Context: an optimization exercise on an open-source flow, tuned for small area, a short achievable clock period and few clock cycles per item. The choices shown serve that exercise and are no tape-out recipe. Only simulation tests tie the RTL to the original design; equivalence was not proved.

`flow/design.v`:
```
module lwm_sin_rom (
    input  wire [7:0]  idx,
    output reg  [15:0] val
);
    always @(*) begin
        case (idx)
            8'd0: val = 16'h0000;
            8'd1: val = 16'h00C9;
            8'd2: val = 16'h0192;
            8'd3: val = 16'h025B;
            8'd4: val = 16'h0324;
            8'd5: val = 16'h03ED;
            8'd6: val = 16'h04B6;
            8'd7: val = 16'h057F;
            8'd8: val = 16'h0648;
            8'd9: val = 16'h0711;
            8'd10: val = 16'h07D9;
            8'd11: val = 16'h08A2;
            8'd12: val = 16'h096A;
            8'd13: val = 16'h0A33;
            8'd14: val = 16'h0AFB;
            8'd15: val = 16'h0BC4;
            8'd16: val = 16'h0C8C;
            8'd17: val = 16'h0D54;
            8'd18: val = 16'h0E1C;
            8'd19: val = 16'h0EE3;
            8'd20: val = 16'h0FAB;
            8'd21: val = 16'h1072;
            8'd22: val = 16'h113A;
            8'd23: val = 16'h1201;
            8'd24: val = 16'h12C8;
            8'd25: val = 16'h138F;
            8'd26: val = 16'h1455;
            8'd27: val = 16'h151C;
            8'd28: val = 16'h15E2;
            8'd29: val = 16'h16A8;
            8'd30: val = 16'h176E;
            8'd31: val = 16'h1833;
            8'd32: val = 16'h18F9;
            8'd33: val = 16'h19BE;
            8'd34: val = 16'h1A82;
            8'd35: val = 16'h1B47;
            8'd36: val = 16'h1C0B;
            8'd37: val = 16'h1CCF;
            8'd38: val = 16'h1D93;
            8'd39: val = 16'h1E57;
            8'd40: val = 16'h1F1A;
            8'd41: val = 16'h1FDD;
            8'd42: val = 16'h209F;
            8'd43: val = 16'h2161;
            8'd44: val = 16'h2223;
            8'd45: val = 16'h22E5;
            8'd46: val = 16'h23A6;
            8'd47: val = 16'h2467;
            8'd48: val = 16'h2528;
            8'd49: val = 16'h25E8;
            8'd50: val = 16'h26A8;
            8'd51: val = 16'h2767;
            8'd52: val = 16'h2826;
            8'd53: val = 16'h28E5;
            8'd54: val = 16'h29A3;
            8'd55: val = 16'h2A61;
            8'd56: val = 16'h2B1F;
            8'd57: val = 16'h2BDC;
            8'd58: val = 16'h2C99;
            8'd59: val = 16'h2D55;
            8'd60: val = 16'h2E11;
            8'd61: val = 16'h2ECC;
            8'd62: val = 16'h2F87;
            8'd63: val = 16'h3041;
            8'd64: val = 16'h30FB;
            8'd65: val = 16'h31B5;
            8'd66: val = 16'h326E;
            8'd67: val = 16'h3326;
            8'd68: val = 16'h33DF;
            8'd69: val = 16'h3496;
            8'd70: val = 16'h354D;
            8'd71: val = 16'h3604;
            8'd72: val = 16'h36BA;
            8'd73: val = 16'h376F;
            8'd74: val = 16'h3824;
            8'd75: val = 16'h38D9;
            8'd76: val = 16'h398C;
            8'd77: val = 16'h3A40;
            8'd78: val = 16'h3AF2;
            8'd79: val = 16'h3BA5;
            8'd80: val = 16'h3C56;
            8'd81: val = 16'h3D07;
            8'd82: val = 16'h3DB8;
            8'd83: val = 16'h3E68;
            8'd84: val = 16'h3F17;
            8'd85: val = 16'h3FC5;
            8'd86: val = 16'h4073;
            8'd87: val = 16'h4121;
            8'd88: val = 16'h41CE;
            8'd89: val = 16'h427A;
            8'd90: val = 16'h4325;
            8'd91: val = 16'h43D0;
            8'd92: val = 16'h447A;
            8'd93: val = 16'h4524;
            8'd94: val = 16'h45CD;
            8'd95: val = 16'h4675;
            8'd96: val = 16'h471C;
            8'd97: val = 16'h47C3;
            8'd98: val = 16'h4869;
            8'd99: val = 16'h490F;
            8'd100: val = 16'h49B4;
            8'd101: val = 16'h4A58;
            8'd102: val = 16'h4AFB;
            8'd103: val = 16'h4B9D;
            8'd104: val = 16'h4C3F;
            8'd105: val = 16'h4CE0;
            8'd106: val = 16'h4D81;
            8'd107: val = 16'h4E20;
            8'd108: val = 16'h4EBF;
            8'd109: val = 16'h4F5D;
            8'd110: val = 16'h4FFB;
            8'd111: val = 16'h5097;
            8'd112: val = 16'h5133;
            8'd113: val = 16'h51CE;
            8'd114: val = 16'h5268;
            8'd115: val = 16'h5302;
            8'd116: val = 16'h539B;
            8'd117: val = 16'h5432;
            8'd118: val = 16'h54C9;
            8'd119: val = 16'h5560;
            8'd120: val = 16'h55F5;
            8'd121: val = 16'h568A;
            8'd122: val = 16'h571D;
            8'd123: val = 16'h57B0;
            8'd124: val = 16'h5842;
            8'd125: val = 16'h58D3;
            8'd126: val = 16'h5964;
            8'd127: val = 16'h59F3;
            8'd128: val = 16'h5A82;
            8'd129: val = 16'h5B0F;
            8'd130: val = 16'h5B9C;
            8'd131: val = 16'h5C28;
            8'd132: val = 16'h5CB3;
            8'd133: val = 16'h5D3E;
            8'd134: val = 16'h5DC7;
            8'd135: val = 16'h5E4F;
            8'd136: val = 16'h5ED7;
            8'd137: val = 16'h5F5D;
            8'd138: val = 16'h5FE3;
            8'd139: val = 16'h6068;
            8'd140: val = 16'h60EB;
            8'd141: val = 16'h616E;
            8'd142: val = 16'h61F0;
            8'd143: val = 16'h6271;
            8'd144: val = 16'h62F1;
            8'd145: val = 16'h6370;
            8'd146: val = 16'h63EE;
            8'd147: val = 16'h646C;
            8'd148: val = 16'h64E8;
            8'd149: val = 16'h6563;
            8'd150: val = 16'h65DD;
            8'd151: val = 16'h6656;
            8'd152: val = 16'h66CF;
            8'd153: val = 16'h6746;
            8'd154: val = 16'h67BC;
            8'd155: val = 16'h6832;
            8'd156: val = 16'h68A6;
            8'd157: val = 16'h6919;
            8'd158: val = 16'h698B;
            8'd159: val = 16'h69FD;
            8'd160: val = 16'h6A6D;
            8'd161: val = 16'h6ADC;
            8'd162: val = 16'h6B4A;
            8'd163: val = 16'h6BB7;
            8'd164: val = 16'h6C23;
            8'd165: val = 16'h6C8E;
            8'd166: val = 16'h6CF8;
            8'd167: val = 16'h6D61;
            8'd168: val = 16'h6DC9;
            8'd169: val = 16'h6E30;
            8'd170: val = 16'h6E96;
            8'd171: val = 16'h6EFB;
            8'd172: val = 16'h6F5E;
            8'd173: val = 16'h6FC1;
            8'd174: val = 16'h7022;
            8'd175: val = 16'h7083;
            8'd176: val = 16'h70E2;
            8'd177: val = 16'h7140;
            8'd178: val = 16'h719D;
            8'd179: val = 16'h71F9;
            8'd180: val = 16'h7254;
            8'd181: val = 16'h72AE;
            8'd182: val = 16'h7307;
            8'd183: val = 16'h735E;
            8'd184: val = 16'h73B5;
            8'd185: val = 16'h740A;
            8'd186: val = 16'h745F;
            8'd187: val = 16'h74B2;
            8'd188: val = 16'h7504;
            8'd189: val = 16'h7555;
            8'd190: val = 16'h75A5;
            8'd191: val = 16'h75F3;
            8'd192: val = 16'h7641;
            8'd193: val = 16'h768D;
            8'd194: val = 16'h76D8;
            8'd195: val = 16'h7722;
            8'd196: val = 16'h776B;
            8'd197: val = 16'h77B3;
            8'd198: val = 16'h77FA;
            8'd199: val = 16'h783F;
            8'd200: val = 16'h7884;
            8'd201: val = 16'h78C7;
            8'd202: val = 16'h7909;
            8'd203: val = 16'h794A;
            8'd204: val = 16'h7989;
            8'd205: val = 16'h79C8;
            8'd206: val = 16'h7A05;
            8'd207: val = 16'h7A41;
            8'd208: val = 16'h7A7C;
            8'd209: val = 16'h7AB6;
            8'd210: val = 16'h7AEE;
            8'd211: val = 16'h7B26;
            8'd212: val = 16'h7B5C;
            8'd213: val = 16'h7B91;
            8'd214: val = 16'h7BC5;
            8'd215: val = 16'h7BF8;
            8'd216: val = 16'h7C29;
            8'd217: val = 16'h7C59;
            8'd218: val = 16'h7C88;
            8'd219: val = 16'h7CB6;
            8'd220: val = 16'h7CE3;
            8'd221: val = 16'h7D0E;
            8'd222: val = 16'h7D39;
            8'd223: val = 16'h7D62;
            8'd224: val = 16'h7D89;
            8'd225: val = 16'h7DB0;
            8'd226: val = 16'h7DD5;
            8'd227: val = 16'h7DFA;
            8'd228: val = 16'h7E1D;
            8'd229: val = 16'h7E3E;
            8'd230: val = 16'h7E5F;
            8'd231: val = 16'h7E7E;
            8'd232: val = 16'h7E9C;
            8'd233: val = 16'h7EB9;
            8'd234: val = 16'h7ED5;
            8'd235: val = 16'h7EEF;
            8'd236: val = 16'h7F09;
            8'd237: val = 16'h7F21;
            8'd238: val = 16'h7F37;
            8'd239: val = 16'h7F4D;
            8'd240: val = 16'h7F61;
            8'd241: val = 16'h7F74;
            8'd242: val = 16'h7F86;
            8'd243: val = 16'h7F97;
            8'd244: val = 16'h7FA6;
            8'd245: val = 16'h7FB4;
            8'd246: val = 16'h7FC1;
            8'd247: val = 16'h7FCD;
            8'd248: val = 16'h7FD8;
            8'd249: val = 16'h7FE1;
            8'd250: val = 16'h7FE9;
            8'd251: val = 16'h7FF0;
            8'd252: val = 16'h7FF5;
            8'd253: val = 16'h7FF9;
            8'd254: val = 16'h7FFD;
            8'd255: val = 16'h7FFE;
            default: val = 16'h0000;
        endcase
    end
endmodule
module lwm_mac18 (
    input  wire [17:0] a,
    input  wire [17:0] b,
    input  wire [35:0] c,
    output wire [35:0] p
);
    wire [18:0] bx = {b, 1'b0};
    reg  [35:0] r [0:11];
    reg  [35:0] cst, negs;
    reg   [2:0] t;
    reg  [18:0] pp;
    integer i;
    always @(*) begin
        cst  = 36'd0;
        negs = 36'd0;
        for (i = 0; i < 9; i = i + 1) begin
            t = bx[2*i +: 3];
            case (t)
                3'b000, 3'b111: pp = 19'd0;
                3'b001, 3'b010: pp = {a[17], a};
                3'b011:         pp = {a, 1'b0};
                3'b100:         pp = ~{a, 1'b0};
                default:        pp = ~{a[17], a};
            endcase
            r[i] = {17'd0, ~pp[18], pp[17:0]} << (2*i);
            negs[2*i] = t[2] & ~(t[1] & t[0]);
            cst = cst - (36'd1 << (18 + 2*i));
        end
        r[9]  = cst;
        r[10] = negs;
        r[11] = c;
    end
    function [71:0] csa;
        input [35:0] x, y, z;
        csa = {((x & y) | (x & z) | (y & z)) << 1, x ^ y ^ z};
    endfunction
    wire [71:0] l1a = csa(r[0], r[1], r[2]);
    wire [71:0] l1b = csa(r[3], r[4], r[5]);
    wire [71:0] l1c = csa(r[6], r[7], r[8]);
    wire [71:0] l1d = csa(r[9], r[10], r[11]);
    wire [71:0] l2a = csa(l1a[35:0], l1a[71:36], l1b[35:0]);
    wire [71:0] l2b = csa(l1b[71:36], l1c[35:0], l1c[71:36]);
    wire [71:0] l3a = csa(l2a[35:0], l2a[71:36], l2b[35:0]);
    wire [71:0] l3b = csa(l2b[71:36], l1d[35:0], l1d[71:36]);
    wire [71:0] l4  = csa(l3a[35:0], l3a[71:36], l3b[35:0]);
    wire [71:0] l5  = csa(l4[35:0], l4[71:36], l3b[71:36]);
    wire [36:0] s;
    addbk #(36) fin (.a(l5[35:0]), .b(l5[71:36]), .ci(1'b0), .s(s));
    assign p = s[35:0];
endmodule
module addbk #(parameter N = 32) (input [N-1:0] a, input [N-1:0] b, input ci, output [N:0] s);
    function integer lg2c;             
        input integer v;
        integer t;
        begin
            lg2c = 0;
            for (t = 1; t < v; t = t * 2) lg2c = lg2c + 1;
        end
    endfunction
    localparam integer LG = lg2c(N + 1);
    wire [N:0] g0 = {a & b, ci};
    wire [N:0] p0 = {a ^ b, 1'b0};
    wire [N:0] G [0:2*LG];
    wire [N:0] P [0:2*LG];
    assign G[0] = g0;
    assign P[0] = p0;
    genvar l, i;
    generate
        for (l = 0; l < LG; l = l + 1) begin : up
            for (i = 0; i <= N; i = i + 1) begin : n
                if ((i % (2 << l)) == ((2 << l) - 1) && i >= (1 << l)) begin : op
                    assign G[l+1][i] = G[l][i] | (P[l][i] & G[l][i - (1 << l)]);
                    assign P[l+1][i] = P[l][i] & P[l][i - (1 << l)];
                end else begin : pass
                    assign G[l+1][i] = G[l][i];
                    assign P[l+1][i] = P[l][i];
                end
            end
        end
        for (l = 0; l < LG; l = l + 1) begin : dn
            for (i = 0; i <= N; i = i + 1) begin : n
                if (i >= (3 << (LG-1-l)) - 1 && ((i + 1) % (2 << (LG-1-l))) == (1 << (LG-1-l))) begin : op
                    assign G[LG+l+1][i] = G[LG+l][i] | (P[LG+l][i] & G[LG+l][i - (1 << (LG-1-l))]);
                    assign P[LG+l+1][i] = P[LG+l][i] & P[LG+l][i - (1 << (LG-1-l))];
                end else begin : pass
                    assign G[LG+l+1][i] = G[LG+l][i];
                    assign P[LG+l+1][i] = P[LG+l][i];
                end
            end
        end
    endgenerate
    assign s = {G[2*LG][N], p0[N:1] ^ G[2*LG][N-1:0]};
endmodule
module lwm_core (
    input  wire        clk,
    input  wire        rst,           
    input  wire        bus_valid,
    input  wire        bus_write,
    input  wire [5:0]  bus_addr,      
    input  wire [1:0]  bus_size,      
    input  wire [31:0] bus_wdata,
    output reg         bus_ready,
    output reg         bus_err,
    output reg  [31:0] bus_rdata
);
    localparam integer K  = 4;             
    localparam integer WW = 35 + K;        
    localparam [31:0] ID_VALUE = 32'h4C574D01;
    localparam [7:0] OP_TOFIX = 8'h01, OP_FROMFIX = 8'h02, OP_QCONV = 8'h03,
                     OP_QADD = 8'h08, OP_QSUB = 8'h09, OP_QMUL = 8'h0A,
                     OP_QDIV = 8'h0B, OP_QADDI = 8'h0C, OP_QSUBI = 8'h0D,
                     OP_QMULI = 8'h0E, OP_QDIVI = 8'h0F, OP_GADD = 8'h10,
                     OP_GSUB = 8'h11, OP_GMUL = 8'h12, OP_GDIV = 8'h13,
                     OP_ISQRT = 8'h18, OP_FSQRT = 8'h19, OP_TRIG = 8'h20,
                     OP_CLARKE = 8'h21, OP_PARK = 8'h22, OP_REVPARK = 8'h23;
    localparam [4:0] S_IDLE = 5'd0,  S_SH  = 5'd1,  S_SH2 = 5'd2,  S_G2  = 5'd3,
                     S_G3   = 5'd4,  S_DIV = 5'd5,  S_DFIN = 5'd6, S_SQ1 = 5'd7,
                     S_SQP  = 5'd8,  S_ND  = 5'd9,  S_M0  = 5'd10, S_M1  = 5'd11,
                     S_M2   = 5'd12, S_M3  = 5'd13, S_M4  = 5'd14, S_MQ  = 5'd15,
                     S_TRC  = 5'd16, S_TRS = 5'd17, S_PKC = 5'd18, S_PK1 = 5'd19,
                     S_PK2  = 5'd20, S_PK3 = 5'd21, S_PK4 = 5'd22, S_PK5 = 5'd23,
                     S_CK0  = 5'd24, S_CK1 = 5'd25, S_CK2 = 5'd26, S_SQX = 5'd27, S_G4 = 5'd28, S_SA = 5'd29;
    localparam signed [17:0] KSQ3 = 18'sd18918;
    function [5:0] clz32;               
        input [31:0] v;
        reg z16, z8, z4, z2, z1;
        reg [15:0] v16;
        reg [7:0]  v8;
        reg [3:0]  v4;
        reg [1:0]  v2;
        begin
            z16 = (v[31:16] == 16'd0);  v16 = z16 ? v[15:0]  : v[31:16];
            z8  = (v16[15:8] == 8'd0);  v8  = z8  ? v16[7:0] : v16[15:8];
            z4  = (v8[7:4] == 4'd0);    v4  = z4  ? v8[3:0]  : v8[7:4];
            z2  = (v4[3:2] == 2'd0);    v2  = z2  ? v4[1:0]  : v4[3:2];
            z1  = !v2[1];
            clz32 = (v == 32'd0) ? 6'd32 : {1'b0, z16, z8, z4, z2, z1};
        end
    endfunction
    function [31:0] sat15;
        input [31:0] v;
        reg [16:0] y;
        begin
            y = v[31:15];
            if (!y[16] && y[15])
                sat15 = 32'sd32767;
            else if (y[16] && (!y[15] || y[14:0] == 15'd0))
                sat15 = -32'sd32767;
            else
                sat15 = {{16{y[15]}}, y[15:0]};
        end
    endfunction
    function [31:0] ohf;
        input [4:0] v;
        begin
            ohf = 32'd1 << v;
        end
    endfunction
    function op_known;
        input [7:0] o;
        begin
            case (o)
                OP_TOFIX, OP_FROMFIX, OP_QCONV, OP_QADD, OP_QSUB, OP_QMUL,
                OP_QDIV, OP_QADDI, OP_QSUBI, OP_QMULI, OP_QDIVI, OP_GADD,
                OP_GSUB, OP_GMUL, OP_GDIV, OP_ISQRT, OP_FSQRT, OP_TRIG,
                OP_CLARKE, OP_PARK, OP_REVPARK: op_known = 1'b1;
                default:                        op_known = 1'b0;
            endcase
        end
    endfunction
    function [1:0] fpad;               
        input [6:0] l;
        begin
            fpad = 2'd0 - l[1:0];
        end
    endfunction
    function [K-1:0] fmask;
        input [1:0] f;
        begin
            fmask = ~({K{1'b1}} >> f);
        end
    endfunction
    function [WW-1:0] winit;
        input [31:0] x;
        input [1:0] f;
        begin
            winit = {{(WW-32-K+1){1'b0}}, x, {(K-1){1'b0}}} >> f;
        end
    endfunction
    reg        fault;
    reg  [1:0] cz;                        
    reg [31:0] cmd, opa, opb, opc, res0, res1;
    reg  [4:0] st;
    reg [31:0] oh;                        
    reg        ang_c;                     
    reg [31:0]   treg;                    
    reg [31:0]   xr;                      
    reg [WW-1:0] ws;                      
    reg [WW-1:0] wc;                      
    reg [31:0]   qp, qn;                  
    reg [31:0]   Dn;                      
    reg [17:0]   creg;                    
    reg  [6:0]   Lrem;                    
    reg [K-1:0]  fm;                      
    reg          first;                   
    reg  [5:0]   xclz;                    
    reg          neg;                     
    reg  [2:0]   iter;                    
    reg          flg;                     
    reg          ckv;                     
    wire       acc_ok = (bus_size == 2'd2) && (bus_addr[1:0] == 2'b00);
    wire [3:0] ra     = bus_addr[5:2];
    wire       wr     = bus_valid && acc_ok && bus_write;
    wire       cmd_wr = wr && (ra == 4'd2);
    wire [7:0] w_op = bus_wdata[7:0];
    wire [4:0] w_qa = bus_wdata[12:8];
    wire       w_legal = op_known(w_op) && (bus_wdata[15:13] == 3'b0) &&
                         (bus_wdata[23:21] == 3'b0) && (bus_wdata[31:29] == 3'b0);
    wire [7:0] c_op = cmd[7:0];
    wire [4:0] c_qa = cmd[12:8];
    wire [4:0] c_qb = cmd[20:16];
    wire [4:0] c_qr = cmd[28:24];
    wire idle = oh[S_IDLE];
    wire [31:0] sq_x = xr;                                    
    wire [31:0] ab_a0 = idle ? opa : treg;
    wire [31:0] ab_a  = ab_a0[31] ? -ab_a0 : ab_a0;
    wire [31:0] ab_b0 = idle ? opb : Dn;
    wire [31:0] ab_b  = ab_b0[31] ? -ab_b0 : ab_b0;
    wire [31:0] nvs = ({32{oh[S_ND] | oh[S_G4]}} & (oh[S_ND] ? Dn : treg)) |
                      ({32{oh[S_SQX]}} & xr) |
                      ({32{oh[S_SQ1]}} & res0);                 
    wire [5:0]  nclz  = clz32(nvs);
    wire [31:0] nv    = nvs;
    wire [5:0]  fclz  = nclz;
    reg  [31:0] f_hi, f_lo;
    reg  [31:0] fv;                       
    reg  signed [6:0] fe;                 
    reg         fprod;                    
    always @(*) begin
        fv    = opa;
        fe    = 7'sd0;
        fprod = 1'b0;
        case (st)
            S_ND, S_G4, S_SQX, S_SQ1: begin fv = nv; fe = -$signed({1'b0, fclz}); end
            S_SH: begin
                case (c_op)
                    OP_TOFIX, OP_FSQRT: begin fv = opa; fe = -$signed({2'b0, c_qa}); end
                    OP_QADDI, OP_QSUBI: begin fv = opb; fe = -$signed({2'b0, c_qa}); end
                    OP_FROMFIX:         begin fv = opa; fe =  $signed({2'b0, c_qa}); end
                    default:            begin fv = opa; fe = $signed({2'b0, c_qa}) - $signed({2'b0, c_qr}); end
                endcase
            end
            S_SH2, S_G2: begin fv = opb; fe = $signed({2'b0, c_qb}) - $signed({2'b0, c_qr}); end
            default: begin   
                fprod = 1'b1;
                if (c_op == OP_GMUL)
                    fe = $signed({2'b0, c_qa}) + $signed({2'b0, c_qb}) - $signed({2'b0, c_qr});
                else
                    fe = $signed({2'b0, c_qa});
            end
        endcase
        if (fprod) begin
            if (fe < 0)       begin f_hi = res0;             f_lo = 32'd0;    end
            else if (fe < 32) begin f_hi = ws[31:0];         f_lo = res0;     end
            else              begin f_hi = {32{ws[31]}};     f_lo = ws[31:0]; end
        end else begin
            if (fe < 0)       begin f_hi = fv;               f_lo = 32'd0;    end
            else              begin f_hi = {32{fv[31]}};     f_lo = fv;       end
        end
    end
    wire [63:0] f_cat  = {f_hi, f_lo};
    wire [63:0] f_shr  = f_cat >> fe[4:0];
    wire [31:0] fs_out = f_shr[31:0];
    wire        as_g   = (c_op == OP_GADD) || (c_op == OP_GSUB);
    wire [31:0] as_x   = (!idle && as_g) ? treg : opa;
    wire [31:0] as_y   = idle ? opb : as_g ? Dn : treg;
    wire        as_sub = idle ? bus_wdata[0] : c_op[0];    
    wire [32:0] as_sum;
    addbk #(32) u_as (.a(as_x), .b(as_sub ? ~as_y : as_y), .ci(as_sub), .s(as_sum));
    wire [31:0] as_out = as_sum[31:0];
    wire [WW:0]  w_sum;
    addbk #(WW) u_wsum (.a(ws), .b(wc), .ci(1'b0), .s(w_sum));
    wire         w_neg = w_sum[WW-1];
    wire         rsq   = oh[S_SQP];
    wire [31:0]  rs_a = rsq ? res0 : (first ? 32'd0 : (neg ? qn : qp));
    wire [31:0]  rs_b = first ? 32'd0 : (rsq ? qp : (neg ? ~qp : ~qn));
    wire [31:0]  rs_c = first ? 32'd0 : (rsq ? ~qn : {31'd0, neg & w_neg});
    wire         rci = !first && ((!rsq && neg) || !w_neg);
    wire [31:0]  rs_s = rs_a ^ rs_b ^ rs_c;
    wire [31:0]  rs_k = {((rs_a[30:0] & rs_b[30:0]) | (rs_a[30:0] & rs_c[30:0]) | (rs_b[30:0] & rs_c[30:0])), 1'b0};
    wire [32:0]  r_sum;
    addbk #(32) u_res (.a(rs_s), .b(rs_k), .ci(rci), .s(r_sum));
    wire [31:0]  r_out = r_sum[31:0];
    wire [31:0]  sq_n  = {1'b0, r_out[31:1]};                
    function [33:0] sq_first;        
        input [31:0] x;
        reg        ng, big, stp;
        reg [18:0] q;
        reg [19:0] sm;
        begin
            ng  = x[31] || (x == 32'd0);
            big = x > 32'd2097152;
            q   = big ? x[31:13] : x[25:7];
            sm  = {1'b0, q} + (big ? 20'd8192 : 20'd128);
            stp = big ? (x[31:14] == 18'd4096) : (x[31:8] == 24'd64);
            sq_first = {1'b0, ng || stp,
                        ng ? 32'd0 : stp ? (big ? 32'd8192 : 32'd128) : {13'd0, sm[19:1]}};
        end
    endfunction
    wire [33:0] s1i = sq_first(opa);
    wire [33:0] s1f = sq_first(xr);
    reg  rom_c, rom_sin, rom_flip;
    always @(*) begin
        rom_c    = ang_c;
        rom_sin  = 1'b0;
        rom_flip = 1'b0;
        case (st)
            S_TRC: begin rom_c = 1'b0; end
            S_TRS: begin rom_c = 1'b0; rom_sin = 1'b1; end
            S_PKC, S_PK3: begin rom_c = 1'b1; end
            S_PK1: begin rom_c = 1'b1; rom_sin = 1'b1; rom_flip = (c_op == OP_PARK); end
            S_PK2: begin rom_c = 1'b1; rom_sin = 1'b1; rom_flip = (c_op != OP_PARK); end
            default: ;
        endcase
    end
    wire [15:0] ang    = rom_c ? opc[15:0] : opa[15:0];
    wire  [1:0] qsel   = {~ang[15], ang[14]};
    wire        use_i  = qsel[0] ^ rom_sin;
    wire  [7:0] r_idx  = use_i ? ang[13:6] : ~ang[13:6];
    wire        r_neg  = (rom_sin ? ~qsel[1] : ~(qsel[1] ^ qsel[0])) ^ rom_flip;
    wire [15:0] r_t;
    lwm_sin_rom rom (.idx(r_idx), .val(r_t));
    wire [15:0] rom_v  = r_neg ? -r_t : r_t;
    wire m_idle = oh[S_IDLE];
    wire s_alz  = m_idle | oh[S_M0] | oh[S_M2];                      
    wire s_als  = oh[S_PK1] | oh[S_PK3];                             
    wire s_ah   = oh[S_M1] | oh[S_M3];                               
    wire s_b16  = oh[S_PK2] | oh[S_PK4];                             
    wire s_k    = oh[S_CK1];
    wire s_g    = oh[S_SQ1];
    wire t_bl   = m_idle | oh[S_M0] | oh[S_M1];                      
    wire t_bh   = oh[S_M2] | oh[S_M3];                               
    wire t_c    = oh[S_PK1] | oh[S_PK2] | oh[S_PK3] | oh[S_PK4] | oh[S_CK1];
    wire u_sh   = oh[S_M1] | oh[S_M3];                               
    wire u_acc  = oh[S_M2] | oh[S_PK2] | oh[S_PK4];                  
    wire [17:0] ma = ({18{s_alz}} & {2'b00, opa[15:0]}) |
                     ({18{s_als}} & {{2{opa[15]}}, opa[15:0]}) |
                     ({18{s_ah}}  & {{2{opa[31]}}, opa[31:16]}) |
                     ({18{s_b16}} & {{2{opb[15]}}, opb[15:0]}) |
                     ({18{s_k}}   & KSQ3) |
                     ({18{s_g}}   & {1'b0, res0[16:0]});
    wire [17:0] mb = ({18{t_bl}}  & {2'b00, opb[15:0]}) |
                     ({18{t_bh}}  & {{2{opb[31]}}, opb[31:16]}) |
                     ({18{t_c}}   & creg) |
                     ({18{s_g}}   & {1'b0, res0[16:0]});
    wire [35:0] madd = ({36{u_sh}}  & {{16{ws[35]}}, ws[35:16]}) |
                       ({36{u_acc}} & ws[35:0]) |
                       ({36{s_g}}   & ~{4'd0, sq_x});              
    wire [35:0] mp;
    lwm_mac18 u_mac (.a(ma), .b(mb), .c(madd), .p(mp));
    wire [31:0] pk_res = (c_op == OP_PARK) ? sat15(wc[31:0])
                                           : {{16{wc[30]}}, wc[30:15]};
    wire [17:0] ck = -({{2{opa[15]}}, opa[15:0]} + {opb[15], opb[15:0], 1'b0});
    reg [WW-1:0] dv_s, dv_c, dv_a;
    reg [WW-1:0] dv_ys, dv_yc;
    reg  [3:0]   dv_e;
    reg [K-1:0]  dv_qp, dv_qn;
    integer      k;
    always @(*) begin
        dv_s = ws;
        dv_c = first ? {WW{1'b0}} : wc;
        for (k = K - 1; k >= 0; k = k - 1) begin
            dv_ys = {dv_s[WW-2:0], 1'b0};
            dv_yc = {dv_c[WW-2:0], 1'b0};
            dv_e  = dv_ys[WW-1:WW-4] + dv_yc[WW-1:WW-4];
            dv_qp[k] = !dv_e[3] && !fm[k];                     
            dv_qn[k] = dv_e[3] && (dv_e != 4'hF) && !fm[k];    
            if (dv_qp[k])      dv_a = ~{{(WW-32-K){1'b0}}, Dn, {K{1'b0}}};
            else if (dv_qn[k]) dv_a =  {{(WW-32-K){1'b0}}, Dn, {K{1'b0}}};
            else               dv_a = {WW{1'b0}};
            dv_s = dv_ys ^ dv_yc ^ dv_a;
            dv_c = {((dv_ys & dv_yc) | (dv_ys & dv_a) | (dv_yc & dv_a)), 1'b0};
            dv_c[0] = dv_qp[k];
        end
    end
    wire [WW:0] ck_sum;
    addbk #(WW) u_ck (.a(wc), .b({{(WW-19){1'b0}}, res0[17:0], 1'b0}), .ci(1'b0), .s(ck_sum));
    wire        sq_stop = first && ckv && (c_op[4:3] == 2'b11) && wc[WW-1] && !ck_sum[WW-1];
    wire signed [7:0] L_set = $signed({2'b0, nclz}) - $signed({2'b0, xclz}) + 8'sd1 +
                              ((!oh[S_ND]) ? 8'sd0 :
                               (c_op == OP_QDIV) ? $signed({3'b0, c_qa}) :
                               (c_op == OP_GDIV) ? $signed({3'b0, c_qr}) : 8'sd0);
    wire [1:0]  f_set = fpad(L_set[6:0]);
    reg w_zw;
    always @(*) begin
        if (!w_legal) w_zw = 1'b1;
        else case (w_op)
            OP_QADD, OP_QSUB, OP_CLARKE: w_zw = 1'b1;
            OP_TRIG:            w_zw = !ang_c;
            OP_QDIV, OP_QDIVI:  w_zw = (opb == 32'd0);
            OP_ISQRT:           w_zw = s1i[32];
            default:            w_zw = 1'b0;
        endcase
    end
    wire sh_fin = (c_op == OP_TOFIX) || (c_op == OP_FROMFIX) || (c_op == OP_QCONV);
    wire fwd0 = oh[S_MQ] | oh[S_PK3];
    wire fwd1 = oh[S_PK5] | oh[S_CK2];
    wire p1   = oh[S_TRS] | oh[S_PK3] | oh[S_PK4] | oh[S_CK0] | oh[S_CK1];
    wire b1   = fwd0 | fwd1 | p1;
    wire [31:0] f0 = oh[S_MQ] ? {ws[15:0], res0[15:0]} : pk_res;
    wire [31:0] f1 = oh[S_CK2] ? sat15(wc[31:0]) : pk_res;
    always @(*) begin
        case (ra)
            4'd0:    bus_rdata = ID_VALUE;
            4'd1:    bus_rdata = {24'd0, 2'b00, cz, 3'd0, fault};
            4'd2:    bus_rdata = cmd;
            4'd4:    bus_rdata = opa;
            4'd5:    bus_rdata = opb;
            4'd6:    bus_rdata = opc;
            4'd8:    bus_rdata = fwd0 ? f0 : res0;
            4'd9:    bus_rdata = fwd1 ? f1 : res1;
            default: bus_rdata = 32'd0;
        endcase
        bus_err = !acc_ok;
    end
    wire finish = (oh[S_SH] & sh_fin) | oh[S_SA] | oh[S_M4] | (oh[S_M2] & (c_op == OP_QMULI)) |
                  oh[S_DFIN] | oh[S_TRC] | oh[S_PK2] | (oh[S_G3] & flg) | (oh[S_SQX] & s1f[32]) |
                  (oh[S_DIV] & sq_stop) | (oh[S_SQP] & (iter == 3'd6));
    always @(*) begin
        if (idle)    bus_ready = !(bus_write && acc_ok && ra == 4'd2) || w_zw;
        else if (b1) bus_ready = !acc_ok || (!bus_write && !(ra == 4'd9 && p1));
        else         bus_ready = finish;
    end
    wire div_setup = oh[S_ND] || oh[S_SQ1];
    always @(posedge clk) begin
        if (idle) begin
            creg  <= ang_c ? {{2{rom_v[15]}}, rom_v} : ck;
            treg  <= ab_a;                                     
            xr    <= opa;                                      
            Dn    <= ab_b;                                     
            iter  <= 3'd2;
            neg   <= opa[31] ^ opb[31];
            flg   <= 1'b0;
        end
        if (div_setup) begin
            Dn    <= fs_out;
            ws    <= winit(treg, f_set);
            wc    <= {{(WW-36){mp[35]}}, mp};              
            fm    <= fmask(f_set);
            Lrem  <= L_set[6:0] + {5'd0, f_set};
            first <= 1'b1;
        end else if (idle)
            ws    <= {{(WW-36){mp[35]}}, mp};
        case (st)
            S_SH: begin
                treg <= fs_out;
                xr   <= fs_out;                                
            end
            S_SH2: Dn <= fs_out;                               
            S_G2: begin
                Dn  <= fs_out;                                 
                flg <= (fs_out == 32'd0);
            end
            S_G3: begin
                treg <= ab_a;
                Dn   <= ab_b;
            end
            S_G4, S_SQX: begin
                treg <= fs_out;                                
                xclz <= nclz;
            end
            S_SQ1: ckv <= (res0[31:17] == 15'd0);
            default: ;
        endcase
        case (st)
            S_G3: neg <= treg[31] ^ Dn[31];
            S_SQP: iter <= iter + 3'd1;
            S_DIV: begin
                ws    <= dv_s;
                wc    <= dv_c;
                qp    <= {(first ? {(32-K){1'b0}} : qp[31-K:0]), dv_qp};
                qn    <= {(first ? {(32-K){1'b0}} : qn[31-K:0]), dv_qn};
                first <= 1'b0;
                fm    <= {K{1'b0}};
                Lrem  <= Lrem - K;
            end
            S_M0, S_M1, S_M2, S_M3, S_PK1, S_PK3: ws <= {{(WW-36){mp[35]}}, mp};
            S_PK2, S_PK4, S_CK1: wc <= {{(WW-36){mp[35]}}, mp};
            default: ;
        endcase
        case (st)
            S_CK0: creg <= ck;
            S_TRC, S_PKC, S_PK1, S_PK2, S_PK3: creg <= {{2{rom_v[15]}}, rom_v};
            default: ;
        endcase
        if (rst) begin
            fault <= 1'b0;
            cz    <= 2'd0;
            cmd   <= 32'd0;
            opa   <= 32'd0;
            opb   <= 32'd0;
            opc   <= 32'd0;
            res0  <= 32'd0;
            res1  <= 32'd0;
            begin st <= S_IDLE; oh <= ohf(S_IDLE); end
            ang_c <= 1'b0;
        end else begin
            case (st)
                S_IDLE: begin
                    if (wr) begin
                        case (ra)
                            4'd1: if (bus_wdata[0]) begin
                                fault <= 1'b0;
                                cz    <= 2'd0;
                            end
                            4'd4: begin opa <= bus_wdata; ang_c <= 1'b0; end
                            4'd5: opb <= bus_wdata;
                            4'd6: begin opc <= bus_wdata; ang_c <= 1'b1; end
                            default: ;
                        endcase
                    end
                    if (cmd_wr) begin
                        cmd <= bus_wdata;
                        if (!w_legal) begin
                            if (!fault) begin fault <= 1'b1; cz <= 2'd1; end
                        end else begin
                            case (w_op)
                                OP_QADD, OP_QSUB: res0 <= as_out;
                                OP_TOFIX, OP_FROMFIX, OP_QCONV, OP_QADDI, OP_QSUBI,
                                OP_GADD, OP_GSUB, OP_GDIV, OP_FSQRT: begin st <= S_SH; oh <= ohf(S_SH); end
                                OP_QMUL, OP_QMULI, OP_GMUL: begin st <= S_M1; oh <= ohf(S_M1); end
                                OP_QDIV, OP_QDIVI: begin
                                    if (opb == 32'd0) begin
                                        if (!fault) begin fault <= 1'b1; cz <= 2'd2; end
                                    end else
                                        begin st <= S_G4; oh <= ohf(S_G4); end
                                end
                                OP_ISQRT: begin
                                    res0 <= s1i[31:0];
                                    if (!s1i[32]) begin st <= S_SQX; oh <= ohf(S_SQX); end
                                end
                                OP_TRIG: begin
                                    if (!ang_c) begin
                                        res0 <= {{16{rom_v[15]}}, rom_v};
                                        begin st <= S_TRS; oh <= ohf(S_TRS); end
                                    end else
                                        begin st <= S_TRC; oh <= ohf(S_TRC); end
                                end
                                OP_CLARKE: begin
                                    res0 <= {{16{opa[15]}}, opa[15:0]};
                                    begin st <= ang_c ? S_CK0 : S_CK1; oh <= ohf(ang_c ? S_CK0 : S_CK1); end
                                end
                                default: begin st <= ang_c ? S_PK1 : S_PKC; oh <= ohf(ang_c ? S_PK1 : S_PKC); end    
                            endcase
                        end
                    end
                end
                S_SH: begin
                    case (c_op)
                        OP_QADDI, OP_QSUBI: begin st <= S_SA; oh <= ohf(S_SA); end
                        OP_GADD, OP_GSUB:   begin st <= S_SH2; oh <= ohf(S_SH2); end
                        OP_GDIV:            begin st <= S_G2; oh <= ohf(S_G2); end
                        OP_FSQRT:           begin st <= S_SQX; oh <= ohf(S_SQX); end
                        default:            begin res0 <= fs_out; begin st <= S_IDLE; oh <= ohf(S_IDLE); end end
                    endcase
                end
                S_SH2: begin st <= S_SA; oh <= ohf(S_SA); end
                S_SA:  begin res0 <= as_out; begin st <= S_IDLE; oh <= ohf(S_IDLE); end end
                S_G2:  begin st <= S_G3; oh <= ohf(S_G3); end
                S_G3: begin
                    if (flg) begin
                        if (!fault) begin fault <= 1'b1; cz <= 2'd2; end
                        begin st <= S_IDLE; oh <= ohf(S_IDLE); end
                    end else
                        begin st <= S_G4; oh <= ohf(S_G4); end
                end
                S_G4:  begin st <= S_ND; oh <= ohf(S_ND); end
                S_ND:  begin st <= (treg == 32'd0 || L_set <= 0) ? S_DFIN : S_DIV; oh <= ohf((treg == 32'd0 || L_set <= 0) ? S_DFIN : S_DIV); end
                S_SQX: begin
                    res0 <= s1f[31:0];                         
                    begin st <= s1f[32] ? S_IDLE : S_SQ1; oh <= ohf(s1f[32] ? S_IDLE : S_SQ1); end
                end
                S_DIV: begin
                    if (sq_stop)                  begin st <= S_IDLE; oh <= ohf(S_IDLE); end    
                    else if (Lrem <= K)  begin st <= (c_op[4:3] == 2'b11) ? S_SQP : S_DFIN; oh <= ohf((c_op[4:3] == 2'b11) ? S_SQP : S_DFIN); end
                end
                S_DFIN: begin res0 <= r_out; begin st <= S_IDLE; oh <= ohf(S_IDLE); end end
                S_SQ1: begin st <= (L_set <= 0) ? S_SQP : S_DIV; oh <= ohf((L_set <= 0) ? S_SQP : S_DIV); end
                S_SQP: begin
                    res0 <= sq_n;
                    begin st <= (iter == 3'd6) ? S_IDLE : S_SQ1; oh <= ohf((iter == 3'd6) ? S_IDLE : S_SQ1); end
                end
                S_M0: begin st <= S_M1; oh <= ohf(S_M1); end
                S_M1: begin res0[15:0] <= ws[15:0]; begin st <= S_M2; oh <= ohf(S_M2); end end
                S_M2: begin st <= (c_op == OP_QMULI) ? S_MQ : S_M3; oh <= ohf((c_op == OP_QMULI) ? S_MQ : S_M3); end
                S_MQ: begin res0[31:16] <= ws[15:0]; begin st <= S_IDLE; oh <= ohf(S_IDLE); end end
                S_M3: begin res0[31:16] <= ws[15:0]; begin st <= S_M4; oh <= ohf(S_M4); end end
                S_M4: begin res0 <= fs_out; begin st <= S_IDLE; oh <= ohf(S_IDLE); end end
                S_TRC: begin res0 <= {{16{rom_v[15]}}, rom_v}; begin st <= S_TRS; oh <= ohf(S_TRS); end end
                S_TRS: begin res1 <= {{16{rom_v[15]}}, rom_v}; begin st <= S_IDLE; oh <= ohf(S_IDLE); end end
                S_PKC: begin st <= S_PK1; oh <= ohf(S_PK1); end
                S_PK1: begin st <= S_PK2; oh <= ohf(S_PK2); end
                S_PK2: begin st <= S_PK3; oh <= ohf(S_PK3); end
                S_PK3: begin res0 <= pk_res; begin st <= S_PK4; oh <= ohf(S_PK4); end end
                S_PK4: begin st <= S_PK5; oh <= ohf(S_PK5); end
                S_PK5: begin res1 <= pk_res; begin st <= S_IDLE; oh <= ohf(S_IDLE); end end
                S_CK0: begin st <= S_CK1; oh <= ohf(S_CK1); end
                S_CK1: begin st <= S_CK2; oh <= ohf(S_CK2); end
                S_CK2: begin res1 <= sat15(wc[31:0]); begin st <= S_IDLE; oh <= ohf(S_IDLE); end end
                default: begin st <= S_IDLE; oh <= ohf(S_IDLE); end
            endcase
        end
    end
endmodule
```
`flow/flow/run.sh`:
```
#!/bin/bash
set -euo pipefail
bash standard.sh SETUP_SLACK_MARGIN=9 finish > flow_standard.log 2>&1
```
`flow/standard.sh`:
```
#!/bin/bash
# synth_recipe.tcl (not shown) runs the flow's synth.tcl, then flattens the netlist and writes it again
# the make line also repeats each setting of config.mk as NAME=value (left out here)
make -C /OpenROAD-flow-scripts/flow DESIGN_CONFIG=/design/flow/config.mk WORK_HOME=/design/flow/orfs CLKGATE_MAP_FILE= SYNTH_SCRIPT=/design/flow/synth_recipe.tcl "${@:-finish}"
```
`flow/config.mk`:
```
export PLATFORM = sky130hd
export DESIGN_NAME = lwm_core
export DESIGN_NICKNAME = lwm_core
export VERILOG_FILES = /design/flow/design.v
export SDC_FILE = /design/flow/constraint.sdc
export NUM_CORES = 8
export LEC_CHECK = 0
export ABC_AREA = 1
export CAP_MARGIN = 20
export CORE_MARGIN = 2
export CORE_UTILIZATION = 35
export GPL_ROUTABILITY_DRIVEN = 1
export PLACE_DENSITY = 0.5
export SLEW_MARGIN = 20
```
`flow/constraint.sdc`:
```
create_clock -name core_clock -period 17.0 [get_ports {clk}]
set_input_delay 3.4000 -clock core_clock [delete_from_list [all_inputs] [get_ports {clk}]]
set_output_delay 3.4000 -clock core_clock [all_outputs]
set_load 0.01 [all_outputs]
```
==> impl_metrics.ini, run 1 <==
[outcome]
outcome = timing/DRC/antenna clean

[floorplanning]
dieHeight_um = 440.4
start_util = 0.3515
die_w_um = 440.4
io-pin-count = 78
die-area_mm2 = 0.1939
core-area_mm2 = 0.1896
rows = 160

[synth]
yosysMostFrequentCell = nand2_1
syn_area_per_cell_um2 = 6.543
syn_inst = 10190
ys.flop_type = edfxtp_1
ys_warn_count = 7
synth_area_leaders = edfxtp_1 (12%), nand2_1 (12%), fa_1 (12%), o21ai_0 (8.3%), inv_1 (7.7%)
netlist_area_mm2 = 0.06664
synth_top_area_frac = 0.1235
seq_area_frac_synth = 0.1883
ys_ff_latch = 490
ys_types = 79
syn_nets = 10960
ys_top_cells_by_count = nand2_1 (2116), inv_1 (1360), o21ai_0 (1111)
synth_area_leader_cell = edfxtp_1
synth_edf_count = 274
ys_async_sr_fraction = 0

[sta]
setup_viol = 0
finalClockSkew_ps = 63.28
finalCriticalPeriod_ps = 9163
rsz0062_at_grt = yes
worstMarginPinSlew_ps = 1359
fmax_mhz = 109.1
fin_crit_sh = 0.5390
slew_viol_final = 0
finalHoldViolCount = 0
tns_ps = 0
max-slew-margin-rel = 0.08716

[place]
io_buffers = 77
dpl.hpwl_um = 363800
postPlaceCellArea_mm2 = 0.07079
gp_congestion = 1.187

[grt]
grt_pass1_wl_um = 638500
grt_pass1_vias = 74450
antenna_found_initial = 71
gr-usage-all-layers = 0.4787
grt-ovfl-total = 0
grt_max_degree = 142

[clock_network]
clkTransAtPathRegs_ps = 70
cts-root-buf = clkbuf_16
cts_max_level = 3
clock-sinks = 490
clockBufferDepth = 3
clk-insertion-delay-late_ps = 790
cts_made_buffers = 73
cts_tree = done
cts_hold_buf = 0

[setup_path]
reg2reg_slack_ps = 7840
required_ps = 17460
crit_path_top_delay_cell = fa_1
critPathLaunchType = flop
cp_common_cell = nor2_4
arrival_ps = 9630
worstSetupPathType = reg -> reg
cp_slowest_stage_delay_ps = 550
path_max_fanout = 6
setup.worst_path.end_class = flop

[drt]
drtIter0Drc = 13670
wl_per_cell_um = 36.88
dr.pass1.iters = 7
viasPerCell = 6.390
vias = 83510
drc = 0
ant_nets = 0
routed_wl_um = 481900

[finish]
area.growth.synth_to_final_pct = 22.47
final_area_mm2 = 0.08162
drive_above_1_share = 0.1613
num-fill-cells = 19810
final_nets = 11230

[run]
drv_cap = 0

[worst_hold_path]
min_path_type = reg -> reg
-- through the flow --
step / worst slack, ps / utilization / cells / hold slack, ps
after global routing: 7385 / 0.4301 / 13030 / 478.9
final: 7837 / 0.4305 / 13070 / 458.2
after detailed placement: 4248 / 0.3734 / 12450 / 429.3
after CTS: 7899 / 0.4143 / 12870 / 451.9
after global placement: 4282 / 0.3730 / 12450 / 427.8
after floorplan: 7899 / - / 10190 / 419.0
-- final cells by class --
type / count / area (um2) / share of cell area
repair inverters: 15 / 118.9 / 0.001456
flip-flops and latches: 490 / 12590 / 0.1542
diodes: 46 / 115.1 / 0.001410
clock inverters: 37 / 467.9 / 0.005733
multi-input cells: 7669 / 50130 / 0.6142
well taps: 2511 / 3142 / 0.03849
inverters: 1438 / 5763 / 0.07061
repair buffers: 766 / 7323 / 0.08972
clock buffers: 96 / 1974 / 0.02419
-- metal layers --
metal	track usage	routed length, um	up-vias	part of all wire
met5	0.005211	676	-	0.0014
met4	0.3110	39410	62	0.082
met3	0.1919	68840	1546	0.14
met2	0.6631	190000	6480	0.39
met1	0.6087	183000	40550	0.38
li1	-	-	34870	-
-- critical path, delay by kind of cell (launching register included) --
family	cells	cell delay (ps)
fa+ha+maj	9	3410
simple gates	17	1840
compound gates	11	1280
buf+inv	10	1070
xor+xnor	5	830
flops	1	370
-- state kept, by name, summed over array words and instances (netlist names), 5 cells and up --
| name | count |
|---|---|
| xclz | 6 |
| Dn | 32 |
| res0 | 32 |
| qn | 32 |
| opb | 32 |
| ws | 39 |
| creg | 18 |
| xr | 32 |
| cmd | 32 |
| wc | 39 |
| treg | 32 |
| opa | 32 |
| st | 5 |
| oh | 27 |
| qp | 32 |
| opc | 32 |
| res1 | 16 |
| Lrem | 6 |
-- final timing paths --
check,startpoint,endpoint,cells past startpoint
min reg2reg,oh[10],oh[10],2
min,oh[10],oh[10],2
max,first,ws[13],52
max reg2reg,first,ws[13],52
-- cell families after synthesis --
logic type               share of synthesized area
AND/OR/NAND/NOR                             0.2565
AO/OA/AOI/OAI                               0.2302
buffers and inverters                       0.1184
adder cells (fa/ha/maj)                     0.1807
flip-flops                                  0.1883
XOR/XNOR                                   0.02448
multiplexers                              0.001352
other                                   0.00005627
-- placed cells by master, fill, tap and decap left out, types with 38 or more instances in the layout --
master / synthesis / final
a21oi_1: 781 / 736
a221oi_1: 105 / 68
buf_12: 0 / 52
buf_4: 18 / 541
buf_6: 14 / 90
clkbuf_16: 0 / 81
clkinv_1: 42 / 39
clkinvlp_4: 0 / 57
dfxtp_1: 216 / 195
diode_2: 0 / 46
edfxtp_1: 274 / 274
fa_1: 386 / 328
fa_2: 0 / 58
ha_1: 345 / 326
inv_1: 1360 / 1238
inv_2: 35 / 85
nand2_1: 2116 / 2033
nand2_2: 12 / 69
nand3_1: 760 / 725
nand4_1: 97 / 97
nor2_1: 878 / 787
nor2_2: 11 / 43
nor2_4: 3 / 63
nor3_1: 73 / 61
nor4_1: 47 / 40
o211ai_1: 78 / 78
o21ai_0: 1111 / 1012
o21ai_1: 45 / 78
o21ai_2: 3 / 46
o221ai_1: 76 / 66
o22ai_1: 154 / 141
o32ai_1: 52 / 38
xnor2_1: 72 / 58
xor2_1: 105 / 96
-- what timing repair did --
item	4_1_cts	5_1_grt
pin swaps	162	204
endpoints found under the hold margin	0	0
gates resized for setup	897	423
gates cloned	30	13
setup endpoints to repair	251	242
buffers inserted	253	141
Testbench counts, summed over its fixed seeds: cycles 95,108, items 12,000.
==> run 2: changes to the inputs <==
==> flow/flow/run.sh (replaced) <==
#!/bin/bash
set -euo pipefail
bash standard.sh SETUP_SLACK_MARGIN=8.5 finish > flow_standard.log 2>&1
==> run 2 against run 1 <==
  * Register-to-register slack better by 50 ps
  * Sequential share of layout area up 0.74 points
  * Worst hold slack about the same
  * Cell count down 1.4%
  * Design area down 4.7%
  * Synthesized cell count unchanged
  * First-iteration DRC count down 1.5%
  * Utilization down 2.0 points
  * Global-route usage up 0.15 points
  * Synthesized area unchanged
  * Routed wire length down 0.44%
  * Critical path type unchanged
==> impl_metrics.ini, run 2 <==
[outcome]
outcome = timing/DRC/antenna clean

[place]
io_buffers = 77
gp_congestion = 1.146
dpl.hpwl_um = 371500

[setup_path]
path_max_fanout = 5
ff2ff_path_depth = 50
critPathLaunchType = flop
setup.worst_path.end_class = flop
worstSetupPathType = reg -> reg
r2r-start = wc[34]
cp_common_cell = nor2_4
reg2reg_slack_ps = 7890
required_ps = 17510
crit_path_top_delay_cell = fa_1
reg2reg_to = ws[33]
arrival_ps = 9620
cp_slowest_stage_delay_ps = 560

[grt]
grt-ovfl-total = 0
grt_pass1_vias = 74660
met1_usage = 0.6141
top_usage_layer = met2
grt_max_degree = 123
gr-usage-all-layers = 0.4802
met2_usage = 0.6702
grt_use_met3 = 0.1726
grt_pass1_wl_um = 640900
antenna_found_initial = 68

[finish]
drive_above_1_share = 0.1273
area.growth.synth_to_final_pct = 16.71
num-fill-cells = 20190
largest_registers = wc (39), ws (39)
final_nets = 11050
final_common_cell = nand2_1
final_cell_mix = nand2_1 (2052), inv_1 (1277), o21ai_0 (1028)

[worst_hold_path]
min_path_type = reg -> reg
hold_end = oh[10]
holdPathStages = 2
holdCritStartpoint = oh[10]

[drt]
wl_per_cell_um = 37.22
dr.pass1.iters = 8
vias = 82280
drtIter0Drc = 13460
viasPerCell = 6.383
ant_nets = 0
drc = 0
routed_wl_um = 479800

[floorplanning]
rows = 160
dieHeight_um = 440.4
core-area_mm2 = 0.1896
die_w_um = 440.4
start_util = 0.3515
die-area_mm2 = 0.1939
io-pin-count = 78

[synth]
ys_ff_latch = 490
ys_async_sr_fraction = 0
yosysMostFrequentCell = nand2_1
synth_edf_count = 274
syn_nets = 10960
syn_area_per_cell_um2 = 6.543
ys_warn_count = 7
synth_top_area_frac = 0.1235
ys.flop_type = edfxtp_1
synth_area_leader_cell = edfxtp_1
netlist_area_mm2 = 0.06664
syn_inst = 10190
ys_types = 79
synth_area_leaders = edfxtp_1 (12%), nand2_1 (12%), fa_1 (12%), o21ai_0 (8.3%), inv_1 (7.7%)
seq_area_frac_synth = 0.1883
ys_top_cells_by_count = nand2_1 (2116), inv_1 (1360), o21ai_0 (1111)

[clock_network]
clkTransAtPathRegs_ps = 70
clockBufferDepth = 3
clock-sinks = 490
cts_max_level = 3
cts_tree = done
cts_made_buffers = 73
cts-root-buf = clkbuf_16
clk-insertion-delay-late_ps = 770

[sta]
fin_crit_sh = 0.5361
setup_viol = 0
rsz0062_at_grt = yes
max-slew-margin-rel = 0.1086
slew_viol_final = 0
finalClockSkew_ps = 74.00
worstMarginPinSlew_ps = 1327
finalHoldViolCount = 0
fmax_mhz = 109.7
hold_ws_ps = 457.9
tns_ps = 0
finalCriticalPeriod_ps = 9114

[run]
drv_cap = 0
==> run 2: cell counts after synthesis <==
Identical to the previous run, type by type.
==> run 2: cell families after synthesis <==
group | synth area share
and+or+nand+nor | 0.2565
AOI/OAI and AO/OA | 0.2302
buffers and inverters | 0.1184
adders and majority gates | 0.1807
DFF | 0.1883
xor gates and xnor gates | 0.02448
muxes | 0.001352
other | 0.00005627
==> run 2: stage by stage <==
| stage | std cells | utilization | setup slack (ps) | area, um2 |
|---|---|---|---|---|
| after floorplan | 10190 | - | 7892 | 67030 |
| after CTS | 12780 | 0.4033 | 8020 | 76450 |
| after detailed placement | 12470 | 0.3733 | 5547 | 70760 |
| final | 12890 | 0.4103 | 7886 | 77780 |
| after global routing | 12850 | 0.4098 | 7536 | 77690 |
| after global placement | 12470 | 0.3732 | 5590 | 70750 |
==> run 2: repair_timing <==
action / in CTS / in global routing
setup endpoints to repair: 240 / 221
resized for setup: 610 / 244
endpoints found under the hold margin: 0 / 0
hold buffers: 0 / 0
buffers inserted: 155 / 61
pin swaps: 133 / 71
gates cloned: 20 / 4
==> run 2: worst max-delay path: cells and delay by family, from the launching register on <==
kind,cells,cell delay [ps]
adder cells (fa/ha/maj),10,3800
AND/OR/NAND/NOR,15,1510
XOR/XNOR,3,560
flip-flops,1,390
AO/OA/AOI/OAI,10,1430
buffers and inverters,12,1150
==> run 2: per-layer routing <==
layer / up-vias / routed length [um] / share of wire
met5: - / 207 / 0.00043
met2: 6298 / 189600 / 0.40
met1: 39930 / 184300 / 0.38
li1: 34470 / - / -
met4: 30 / 41140 / 0.086
met3: 1556 / 64540 / 0.13
==> run 2: worst max path at each step <==
stage	start	endpoint	depth (start not counted)
2_1_floorplan	first	ws[13]	54
3_3_place_gp	first	ws[13]	51
3_5_place_dp	first	ws[19]	51
4_1_cts	wc[34]	ws[33]	51
5_1_grt	wc[34]	ws[32]	52
6_report	wc[34]	ws[33]	50
==> run 2: area by class of cell <==
class / count / area [um2] / area share
timing repair inverter: 11 / 76.32 / 0.0009813
inverter: 1438 / 5633 / 0.07242
tap: 2511 / 3142 / 0.04039
sequential: 490 / 12570 / 0.1616
antenna: 47 / 117.6 / 0.001512
multi-input combinational: 7668 / 48760 / 0.6269
timing repair buffer: 595 / 5071 / 0.06520
clock inverter: 39 / 396.6 / 0.005099
clock buffer: 92 / 2012 / 0.02587
==> run 3: changes to the inputs <==
--- a/flow/design.v
+++ b/flow/design.v
@@ -369,7 +369,7 @@
     output reg         bus_err,
     output reg  [31:0] bus_rdata
 );
-    localparam integer K  = 4;             
+    localparam integer K  = 3;             
     localparam integer WW = 35 + K;        
     localparam [31:0] ID_VALUE = 32'h4C574D01;
     localparam [7:0] OP_TOFIX = 8'h01, OP_FROMFIX = 8'h02, OP_QCONV = 8'h03,
@@ -436,8 +436,14 @@
     endfunction
     function [1:0] fpad;               
         input [6:0] l;
+        reg [3:0] d;
         begin
-            fpad = 2'd0 - l[1:0];
+            d = {2'b0, l[1:0]} + {2'b0, l[3:2]} + {2'b0, l[5:4]} + {3'b0, l[6]};
+            case (d)
+                4'd0, 4'd3, 4'd6, 4'd9:  fpad = 2'd0;
+                4'd1, 4'd4, 4'd7, 4'd10: fpad = 2'd2;
+                default:                 fpad = 2'd1;
+            endcase
         end
     endfunction
     function [K-1:0] fmask;
==> flow/flow/run.sh (replaced) <==
#!/bin/bash
set -euo pipefail
bash standard.sh SETUP_SLACK_MARGIN=9 finish > flow_standard.log 2>&1
==> run 3 against run 2 <==
  * Still clean
  * Non-clock buffer count increased by 119
  * Worst hold slack got worse by 15 ps
  * First-iteration DRC count decreased by 5.8%
  * Clock skew decreased by 21 ps
  * Cell count decreased by 1.6%
  * Design area increased by 2.1%
  * Critical path depth decreased by 36
  * Register-to-register slack improved by 530 ps
  * Die area decreased by 2.4%
  * Synthesized cell count decreased by 3.0%
  * Flip-flop and latch count decreased by 1
  * Critical endpoint is now bus_rdata[8]
==> impl_metrics.ini, run 3 <==
[floorplanning]
rows = 158
io-pin-count = 78
start_util = 0.3515
die-area_mm2 = 0.1893
dieHeight_um = 435.1
die_w_um = 435.1
core-area_mm2 = 0.1850

[synth]
netlist_area_mm2 = 0.06504
synth_area_leaders = edfxtp_1 (13%), nand2_1 (12%), fa_1 (11%), o21ai_0 (8.1%), inv_1 (7.3%)
ys_types = 76
ys_warn_count = 7
syn_inst = 9876
ys_top_cells_by_count = nand2_1 (2011), inv_1 (1269), o21ai_0 (1047)
yosysMostFrequentCell = nand2_1
ys.flop_type = edfxtp_1
ys_async_sr_fraction = 0
syn_nets = 10610
synth_area_leader_cell = edfxtp_1
seq_area_frac_synth = 0.1925
syn_area_per_cell_um2 = 6.586
synth_edf_count = 273
synth_top_area_frac = 0.1260
ys_ff_latch = 489

[setup_path]
cp_slowest_stage_delay_ps = 430
crit_chain = buf_8 -> nor2_4 -> inv_4 -> buf_6 -> buf_6 -> nor2_4 -> buf_6 -> clkinvlp_4 -> buf_6 -> buf_6 -> o221ai_4 -> a221oi_4 -> nand3_4 -> buf_6
required_ps = 13600
worstSetupPathType = in -> out
crit_path_top_delay_cell = a221oi_4
critPathLaunchType = input pin
cp_common_cell = buf_6
setup.worst_path.end_class = primary output
arrival_ps = 5190
path_max_fanout = 5

[drt]
drtIter0Drc = 12680
routed_wl_um = 476700
drc = 0
vias = 81420
ant_nets = 0
wl_per_cell_um = 37.58
dr.pass1.iters = 7
viasPerCell = 6.419

[outcome]
outcome = timing/DRC/antenna clean

[finish]
largest_registers = wc (38), ws (38)
area.growth.synth_to_final_pct = 22.14
final_area_mm2 = 0.07944
final_nets = 10840
final_common_cell = nand2_1
final_cell_mix = nand2_1 (1898), inv_1 (1144), o21ai_0 (923)
drive_above_1_share = 0.1646

[clock_network]
cts_tree = done
clkTransAtPathRegs_ps = 70
clockBufferDepth = 3
cts-root-buf = clkbuf_16
cts_max_level = 3
clock-sinks = 489
cts_made_buffers = 73
clk-insertion-delay-late_ps = 790

[place]
postPlaceCellArea_mm2 = 0.06885
gp_congestion = 1.174
io_buffers = 77
dpl.hpwl_um = 367000

[sta]
finalClockSkew_ps = 53.34
fin_crit_sh = 0.5051
finalHoldViolCount = 0
fmax_mhz = 116.4
rsz0062_at_grt = yes
setup_viol = 0
tns_ps = 0
finalCriticalPeriod_ps = 8587
max-slew-margin-rel = 0.05223
worstMarginPinSlew_ps = 1420
slew_viol_final = 0

[grt]
grt-ovfl-total = 0
antenna_found_initial = 61
grt_max_degree = 92
grt_pass1_wl_um = 635100
grt_pass1_vias = 74190
gr-usage-all-layers = 0.4825

[run]
drv_cap = 0

[worst_hold_path]
min_path_type = reg -> reg
==> run 3: kinds of logic (layout without fill, tap and decap cells) <==
logic type,Yosys count,count (layout),share of synthesized area
other,0,42,0
adders and majority gates,692,692,0.1739
buffers and inverters,1922,2204,0.1155
AOI/OAI and AO/OA,2687,2687,0.2408
xor gates and xnor gates,171,171,0.02332
and+or+nand+nor,3915,3918,0.2540
DFF,489,489,0.1925
==> run 3: routing by layer <==
metal  GRT usage  part of all wire  up-vias
met2      0.6745              0.40     6277
li1            -                 -    33980
met4      0.3614             0.097       32
met1      0.5991              0.37    39510
met3      0.1814              0.13     1613
met5   0.0002520           0.00089        -
==> run 3: worst max-delay path: cells and delay by family <==
kind	cells	cell delay (ps)
AOI/OAI and AO/OA	2	520
buffers and inverters	9	1010
and+or+nand+nor	3	250
==> run 3: timing repair <==
| action | in CTS | in global routing |
|---|---|---|
| gates cloned | 28 | 5 |
| gates resized for setup | 1088 | 395 |
| hold buffers | 0 | 0 |
| setup buffers | 234 | 117 |
| endpoints found under the setup margin | 252 | 187 |
| pin swaps | 162 | 182 |
==> run 3: final timing paths <==
kind | from | to | slack, ps | depth (start not counted)
worst min register to register | oh[10] | oh[10] | 440 | 2
worst max register to register | oh[19] | ws[33] | 8420 | 43
worst max-delay path | bus_addr[3] | bus_rdata[8] | 8410 | 14
worst min-delay path | oh[10] | oh[10] | 440 | 2
==> run 3: area by class of cell <==
type	count	area, um2
Tap cell	2480	3103
Multi-Input combinational cell	7468	49110
Fill cell	19570	105600
Clock buffer	93	1973
Antenna cell	42	105.1
Sequential cell	489	12570
Inverter	1346	5348
Clock inverter	37	376.6
Timing Repair inverter	14	102.6
Timing Repair Buffer	714	6745
==> run 3: per-stage QoR <==
stage / util / hold slack, ps / cells / setup slack [ps]
6_report: 0.4293 / 442.6 / 12680 / 8413
5_1_grt: 0.4289 / 471.5 / 12650 / 8150
4_1_cts: 0.4148 / 441.8 / 12520 / 8445
3_5_place_dp: 0.3721 / 430.8 / 12120 / 6408
3_3_place_gp: 0.3720 / 435.8 / 12120 / 6441
2_1_floorplan: - / 419.0 / 9876 / 8968
Testbench counts of run 3, summed over its fixed seeds: cycles 98,054, items 12,000.

[separate check: timing with driven ports]
The flow's constraints put no driver on any port. The routed layouts listed below were extracted and timed again, unchanged, in two steps.
Step 1 assumes that a clkbuf_16 drives the clock port and a buf_2 every other input.
Step 2 times the ports against the registers' clock, not the clock port: input delays grow and output delays shrink by t, the midpoint of the rising clock arrivals with the driver on.
a / b / c = no drivers / after step 1 / after step 2; a / b = the first two.
run	t, ns	slack for setup (ns)	worst setup path after step 2	worst data-port slew with drivers (ns)
run 1	0.865	7.837 / 7.837 / 7.837	register to register	0.06
run 2	0.825	7.886 / 7.886 / 7.804	input to register	0.06
run 3	0.867	8.413 / 8.358 / 8.358	input to output	0.09
After both steps every run listed still meets setup and hold. The setup slack of run 2, which loses most, moves by 0.000 ns with the drivers and by -0.082 ns with both steps.
